What follows belongs to an exercise in optimizing a design on an open flow for small area; a production flow would make more cautious choices. Only simulation tests tie the RTL to the original design; equivalence was not proved.

## usb_msc_bot
module usb_msc_bot #(
    parameter [31:0] T_DATA_MS = 32'd250,   
    parameter [31:0] T_CSW_MS  = 32'd100    
) (
    input  wire        clk,
    input  wire        rst,            
    input  wire [31:0] now_ms,         
    input  wire [31:0] flash_blocks,   
    input  wire        out_valid,
    input  wire [7:0]  out_data,
    output wire        out_ready,
    output reg         in_valid,
    output reg  [7:0]  in_data,
    output reg         in_csw,
    input  wire        in_ready,
    output wire        fl_cmd_valid,
    output wire        fl_cmd_write,
    output wire [31:0] fl_cmd_addr,
    output wire [24:0] fl_cmd_len,
    input  wire        fl_sts_valid,
    input  wire        fl_sts_ok,
    output wire        fl_abort,
    input  wire        fl_rd_valid,
    input  wire [7:0]  fl_rd_data,
    output wire        fl_rd_ready,
    output wire        fl_wr_valid,
    output wire [7:0]  fl_wr_data,
    input  wire        fl_wr_ready
);
    genvar gi;
    localparam [2:0] S_CBW   = 3'd0,    
                     S_DISP  = 3'd1,    
                     S_RWAIT = 3'd3,    
                     S_DIN   = 3'd2,    
                     S_WDATA = 3'd5,    
                     S_WSTS  = 3'd4,    
                     S_CPRE  = 3'd7,    
                     S_CSW   = 3'd6;    
    localparam [2:0] K_NODATA = 3'b000,
                     K_RD     = 3'b010,
                     K_WR     = 3'b011,
                     K_RS     = 3'b100,
                     K_INQ    = 3'b101,
                     K_MS     = 3'b110,
                     K_RC     = 3'b111;
    localparam [2:0] L_NONE  = 3'b000,
                     L_INV   = 3'b100,    
                     L_RDERR = 3'b010,    
                     L_WRERR = 3'b011,    
                     L_TMO   = 3'b001;    
    reg  [2:0]  state;
    reg  [2:0]  kind;
    reg         status;       
    reg  [2:0]  sense;
    reg  [63:0] tdr;          
    reg  [38:0] lb;           
    reg  [8:0]  st_lo;        
    reg  [24:0] cnt;          
    reg         bor;          
    reg         sat;          
    wire [15:0] blocks = lb[15:0];
    wire [31:0] dtl    = {tdr[7:0], tdr[15:8], tdr[23:16], tdr[31:24]};
    wire [31:0] start  = {lb[38:16], st_lo};
    assign fl_cmd_addr  = {lb[38:16], 9'd0};
  ...
Size: roughly 870 cells after synthesis, roughly 150 flip-flops, about 8300 um^2 of cells after synthesis.
==> flow/config.mk <==
export PLATFORM = sky130hd
export DESIGN_NAME = usb_msc_bot
export DESIGN_NICKNAME = usb_msc_bot
export VERILOG_FILES = /design/flow/design.v
export SDC_FILE = /design/flow/constraint.sdc
export NUM_CORES = 4
export LEC_CHECK = 0
export CAP_MARGIN = 20
export CORE_MARGIN = 2
export CORE_UTILIZATION = 40
export PLACE_DENSITY = 0.6
export SLEW_MARGIN = 20
==> flow/constraint.sdc <==
create_clock -name core_clock -period 10.0 [get_ports {clk}]
set_input_delay 2.0000 -clock core_clock [delete_from_list [all_inputs] [get_ports {clk}]]
set_output_delay 2.0000 -clock core_clock [all_outputs]
set_load 0.01 [all_outputs]
standard.sh (not shown) runs the stock make flow with config.mk's settings and CLKGATE_MAP_FILE= SYNTH_SCRIPT=/design/flow/synth_recipe.tcl, a recipe that flattens the netlist after the stock synthesis.
==> flow/flow/run.sh <==
#!/bin/bash
# Own layout flow: the standard ORFS flow (standard.sh), with three changes.
#  - Synthesis is ORFS's synthesis exactly as synth_recipe.tcl runs it, except
#    that ABC maps the logic with an area-oriented script (flow/area.abc)
#    instead of ORFS's speed script. Registers are mapped before ABC runs,
#    so they are the standard synthesis's registers, names and cell types.
#  - The port buffers are made with the smallest buffer cell (buf_1).
#  - The clock tree is built from clkbuf_4/clkbuf_8 without dummy loads.
# Floorplan, tap cells, power grid, placement, CTS and routing are ORFS's.
set -euo pipefail
cd "$(dirname "$0")/.."
W=$PWD
mkdir -p "$W/own"
# ORFS synth.tcl, with the ABC script swapped right after the preamble sets it
sed -e "s#^source \$::env(SCRIPTS_DIR)/synth_preamble.tcl\$#&\nset abc_args [lreplace \$abc_args 1 1 $W/flow/area.abc]#" \
    "$FLOW_HOME/scripts/synth.tcl" > "$W/own/synth_area.tcl"
grep -q "flow/area.abc" "$W/own/synth_area.tcl"
sed -e "s#^source \$::env(SCRIPTS_DIR)/synth.tcl\$#source $W/own/synth_area.tcl#" \
    "$W/synth_recipe.tcl" > "$W/own/synth_recipe_area.tcl"
grep -q "own/synth_area.tcl" "$W/own/synth_recipe_area.tcl"
sed -e "s#SYNTH_SCRIPT=[^ ]*#SYNTH_SCRIPT=$W/own/synth_recipe_area.tcl#" \
    "$W/standard.sh" > "$W/own/standard_area.sh"
grep -q "own/synth_recipe_area.tcl" "$W/own/standard_area.sh"
export BUFFER_PORTS_ARGS="-buffer_cell sky130_fd_sc_hd__buf_1"
export CTS_ARGS="-sink_clustering_enable -repair_clock_nets -dont_use_dummy_load -sink_clustering_size 12 -buf_list {sky130_fd_sc_hd__clkbuf_4 sky130_fd_sc_hd__clkbuf_8}"
bash "$W/own/standard_area.sh" > "$W/standard_flow.log" 2>&1
==> flow/flow/area.abc <==
strash; dch -f; map -a; strash; dch -f; map -a; strash; dch -f; map -a; topo
Change:
--- a/flow/design.v
+++ b/flow/design.v
@@ -136,19 +136,19 @@
     reg [5:0] fix_n;
     always @(*) begin
         case (k)
             2'd0:    fix_n = 6'd18;
             2'd1:    fix_n = 6'd36;
             2'd2:    fix_n = 6'd4;
             default: fix_n = 6'd8;
         endcase
     end
-    wire rw_last  = (&cnt_inc[24:9]) && !(|cnt_inc[8:0]);
+    wire rw_last  = (cnt_inc == {blocks, 9'd0});
     wire din_last = k_fix ? ((cnt_inc[5:0] == fix_n) ||
                              (dtl_small && cnt_inc[5:0] == dtl[5:0]))
                           : rw_last;
     wire       x_rw  = k_wr || (k_rd && !status);
     wire       x_fix = k_fix && !status;
     reg [7:0] x_b;
     always @(*) begin
         case (ci[1:0])
             2'd0: x_b = x_fix ? {2'b00, fix_n} : 8'h00;
@@ -215,20 +215,18 @@
     end
     wire sig_bad = cbw_fire && (cnt[4:2] == 3'd0) &&
                    (out_data != ((cnt[1:0] == 2'd3) ? 8'h43 :
                                  (cnt[1:0] == 2'd2) ? 8'h42 :
                                  (cnt[1:0] == 2'd1) ? 8'h53 : 8'h55));
     wire sig_ok = !cnt[5];
     always @(posedge clk) begin
         if (rst || cnt_clr)
             cnt <= 25'd0;
-        else if (st_disp)
-            cnt <= {~blocks, cnt_inc[8:0]};
         else
             cnt <= {cnt_inc[24:6], cnt_inc[5] | sig_bad, cnt_inc[4:0]};
     end
     always @(posedge clk) begin
         if (rst) begin
             state <= S_CBW;
             sense <= L_NONE;
         end else begin
             case (state)
Result: The changed run finished clean; clock skew is about the same; non-clock buffer count decreases by 1; core utilization hardly moves; count of clock-buffer cells in the layout is unchanged; setup slack loses 0.62 ns; global-route usage increases by 0.16 points.

---

## old
RTL: one of the versions met above, not the one the previous note started from.
Size: ~830 cells after synthesis.
// usb_msc_bot
module usb_msc_bot #(
    parameter [31:0] T_DATA_MS = 32'd250,   
    parameter [31:0] T_CSW_MS  = 32'd100    
) (
    input  wire        clk,
    input  wire        rst,            
    input  wire [31:0] now_ms,         
    input  wire [31:0] flash_blocks,   
    input  wire        out_valid,
    input  wire [7:0]  out_data,
    output wire        out_ready,
    output reg         in_valid,
    output reg  [7:0]  in_data,
    output reg         in_csw,
    input  wire        in_ready,
    output wire        fl_cmd_valid,
    output wire        fl_cmd_write,
    output wire [31:0] fl_cmd_addr,
    output wire [24:0] fl_cmd_len,
    input  wire        fl_sts_valid,
    input  wire        fl_sts_ok,
    output wire        fl_abort,
    input  wire        fl_rd_valid,
    input  wire [7:0]  fl_rd_data,
    output wire        fl_rd_ready,
    output wire        fl_wr_valid,
    output wire [7:0]  fl_wr_data,
    input  wire        fl_wr_ready
);
Settings: LEC_CHECK=0, CAP_MARGIN=20, CORE_MARGIN=2, CORE_UTILIZATION=40, PLACE_DENSITY=0.6, SLEW_MARGIN=20; clock period 10.0 ns.
==> flow/flow/run.sh <==
#!/bin/bash
# Own layout flow: the standard ORFS flow (standard.sh, unchanged synthesis,
# floorplan, tap cells, power grid, placement, CTS and routing), with
#  - the port buffers made with the smallest buffer cell (buf_1) instead of
#    the resizer's default pick, and
#  - the clock tree built from small clock buffers without dummy loads.
# Every port still gets its own buffer; the clock tree is balanced as usual.
set -euo pipefail
cd "$(dirname "$0")/.."
export BUFFER_PORTS_ARGS="-buffer_cell sky130_fd_sc_hd__buf_1"
export CTS_ARGS="-sink_clustering_enable -repair_clock_nets -dont_use_dummy_load -sink_clustering_size 12 -buf_list {sky130_fd_sc_hd__clkbuf_4 sky130_fd_sc_hd__clkbuf_8}"
bash standard.sh > standard_flow.log 2>&1
The inputs of new differ from those of old as listed below.
--- a/flow/design.v
+++ b/flow/design.v
@@ -28,16 +28,16 @@
     input  wire        fl_wr_ready
 );
     genvar gi;
     localparam [2:0] S_CBW   = 3'd0,    
                      S_DISP  = 3'd1,    
                      S_RWAIT = 3'd3,    
                      S_DIN   = 3'd2,    
-                     S_WDATA = 3'd5,    
-                     S_WSTS  = 3'd4,    
+                     S_WDATA = 3'd4,    
+                     S_WSTS  = 3'd5,    
                      S_CPRE  = 3'd7,    
                      S_CSW   = 3'd6;    
     localparam [2:0] K_NODATA = 3'b000,
                      K_RD     = 3'b010,
                      K_WR     = 3'b011,
                      K_RS     = 3'b100,
                      K_INQ    = 3'b101,
@@ -48,14 +48,15 @@
                      L_RDERR = 3'b010,    
                      L_WRERR = 3'b011,    
                      L_TMO   = 3'b001;    
     reg  [2:0]  state;
     reg  [2:0]  kind;
     reg         status;       
     reg  [2:0]  sense;
+    reg         sig_ok;
     reg  [63:0] tdr;          
     reg  [38:0] lb;           
     reg  [8:0]  st_lo;        
     reg  [24:0] cnt;          
     reg         bor;          
     reg         sat;          
     wire [15:0] blocks = lb[15:0];
@@ -139,17 +140,16 @@
             2'd0:    fix_n = 6'd18;
             2'd1:    fix_n = 6'd36;
             2'd2:    fix_n = 6'd4;
             default: fix_n = 6'd8;
         endcase
     end
     wire rw_last  = (cnt_inc == {blocks, 9'd0});
-    wire din_last = k_fix ? ((cnt_inc[5:0] == fix_n) ||
-                             (dtl_small && cnt_inc[5:0] == dtl[5:0]))
-                          : rw_last;
+    wire [5:0] fix_x = (dtl_small && dtl[5:0] < fix_n) ? dtl[5:0] : fix_n;
+    wire din_last = k_fix ? (cnt_inc[5:0] == fix_x) : rw_last;
     wire       x_rw  = k_wr || (k_rd && !status);
     wire       x_fix = k_fix && !status;
     reg [7:0] x_b;
     always @(*) begin
         case (ci[1:0])
             2'd0: x_b = x_fix ? {2'b00, fix_n} : 8'h00;
             2'd1: x_b = x_rw ? {blocks[6:0], 1'b0} : 8'h00;
@@ -185,48 +185,44 @@
     always @(*) begin
         in_csw   = st_csw;
         in_valid = st_csw || (st_din && (k_fix || fl_rd_valid));
         in_data  = st_csw ? csw_b : din_b;
     end
     wire in_fire = in_valid && in_ready;
     wire cbw_fire  = st_cbw && out_fire;
-    wire lb_shift  = cbw_fire && ((cnt[4:0] >= 5'd17 && cnt[4:0] <= 5'd20) ||
-                                  cnt[4:0] == 5'd22 || cnt[4:0] == 5'd23);
-    wire lb_take   = state[0];
-    wire lb_hold   = !lb_shift && !lb_take;
     assign cnt_en  = (st_csw || st_din) ? in_fire : out_fire;
     assign cnt_clr = (cbw_fire && cnt[4:0] == 5'd30) || (state == S_CPRE) ||
                      (st_csw && ((in_fire && ci == 4'd12) || expired));
     wire csw_shift = st_csw && in_fire && (ci[3] ^ ci[2]);
     always @(posedge clk) begin
         if ((cbw_fire && cnt[4:0] >= 5'd4 && cnt[4:0] <= 5'd11) || csw_shift)
             tdr <= {tdr[55:0], out_data};
-        lb[38:16] <= ({23{lb_shift}} & lb[30:8]) |
-                     ({23{lb_take}}  & now_ms[31:9]) |
-                     ({23{lb_hold}}  & lb[38:16]);
-        if (lb_shift)
-            lb[15:0] <= {lb[7:0], out_data};
-        if (lb_take)
-            st_lo <= now_ms[8:0];
+        if (cbw_fire && ((cnt[4:0] >= 5'd17 && cnt[4:0] <= 5'd20) ||
+                         cnt[4:0] == 5'd22 || cnt[4:0] == 5'd23))
+            lb <= {lb[30:0], out_data};
+        else if (state == S_DISP || state == S_RWAIT || state == S_CPRE)
+            {lb[38:16], st_lo} <= now_ms;
+        if (cbw_fire) begin
+            if (cnt[4:0] == 5'd0)
+                sig_ok <= (out_data == 8'h55);
+            else if (cnt[4:0] <= 5'd3)
+                sig_ok <= sig_ok && (out_data == ((cnt[1:0] == 2'd3) ? 8'h43 :
+                                                  (cnt[1:0] == 2'd2) ? 8'h42 : 8'h53));
+        end
         if (st_csw && in_fire) begin
             bor <= db[8];
             if (ci == 4'd7)
                 sat <= db[8];
         end
     end
-    wire sig_bad = cbw_fire && (cnt[4:2] == 3'd0) &&
-                   (out_data != ((cnt[1:0] == 2'd3) ? 8'h43 :
-                                 (cnt[1:0] == 2'd2) ? 8'h42 :
-                                 (cnt[1:0] == 2'd1) ? 8'h53 : 8'h55));
-    wire sig_ok = !cnt[5];
     always @(posedge clk) begin
         if (rst || cnt_clr)
             cnt <= 25'd0;
         else
-            cnt <= {cnt_inc[24:6], cnt_inc[5] | sig_bad, cnt_inc[4:0]};
+            cnt <= cnt_inc;
     end
     always @(posedge clk) begin
         if (rst) begin
             state <= S_CBW;
             sense <= L_NONE;
         end else begin
             case (state)
No stage failed in old, and the final checks on the layout all came back clean.
new did not stop at any stage, and its layout met the timing, DRC and antenna checks.
Sequential share of layout area for new is higher than for old.
In terms of number of violations of the max-capacitance limit, new and old differ only marginally.
Diff old -> new: number of H-tree levels level; timing-limited maximum frequency fell by 0.0017 GHz; final weighted congestion in routability-driven placement shows no meaningful change.
[compare] base=old new=new: via-per-instance ratio climbed 1.4%; cell count after synthesis climbed 46; final cell count climbed 47; met3 global-route usage barely changed; sequential cell count climbed 0.67%.
Changes observed in new relative to old: post-synthesis share of cell area spent on and, or, nand and nor gates was more or less identical, least setup slack across all paths after layout went down by 0.13 ns, global-route congestion overflow total was more or less identical.

-- what the ideal ports hide --
No port has a modelled driver above. Below, the same layouts with a new extraction and two added sets of constraints. Step 1: set_driving_cell puts a clkbuf_16 on clk and a buf_2 on each other input, an assumption about the parent block. Step 2, shift: input delay + t, output delay - t, t = (earliest + latest rising clock arrival at the registers) / 2. This alone moves slack from input paths to output paths. Three values: ideal, step 1, step 2; two values: the first two.
run | shift t [ns] | slack for setup (ns) | worst data-port slew with drivers (ns)
the first run of note 1 | 0.469 | 1.653 / 1.613 / 1.540 | 0.04
the second run of note 1 | 0.472 | 1.032 / 1.031 / 0.560 | 0.05
old | 0.478 | 1.469 / 1.425 / 1.298 | 0.08
new | 0.482 | 1.341 / 1.361 / 0.879 | 0.05
After both steps setup and hold are still met in every run listed. The setup slack of the second run of note 1, which loses most, moves by -0.001 ns with the drivers and by -0.472 ns with both steps.
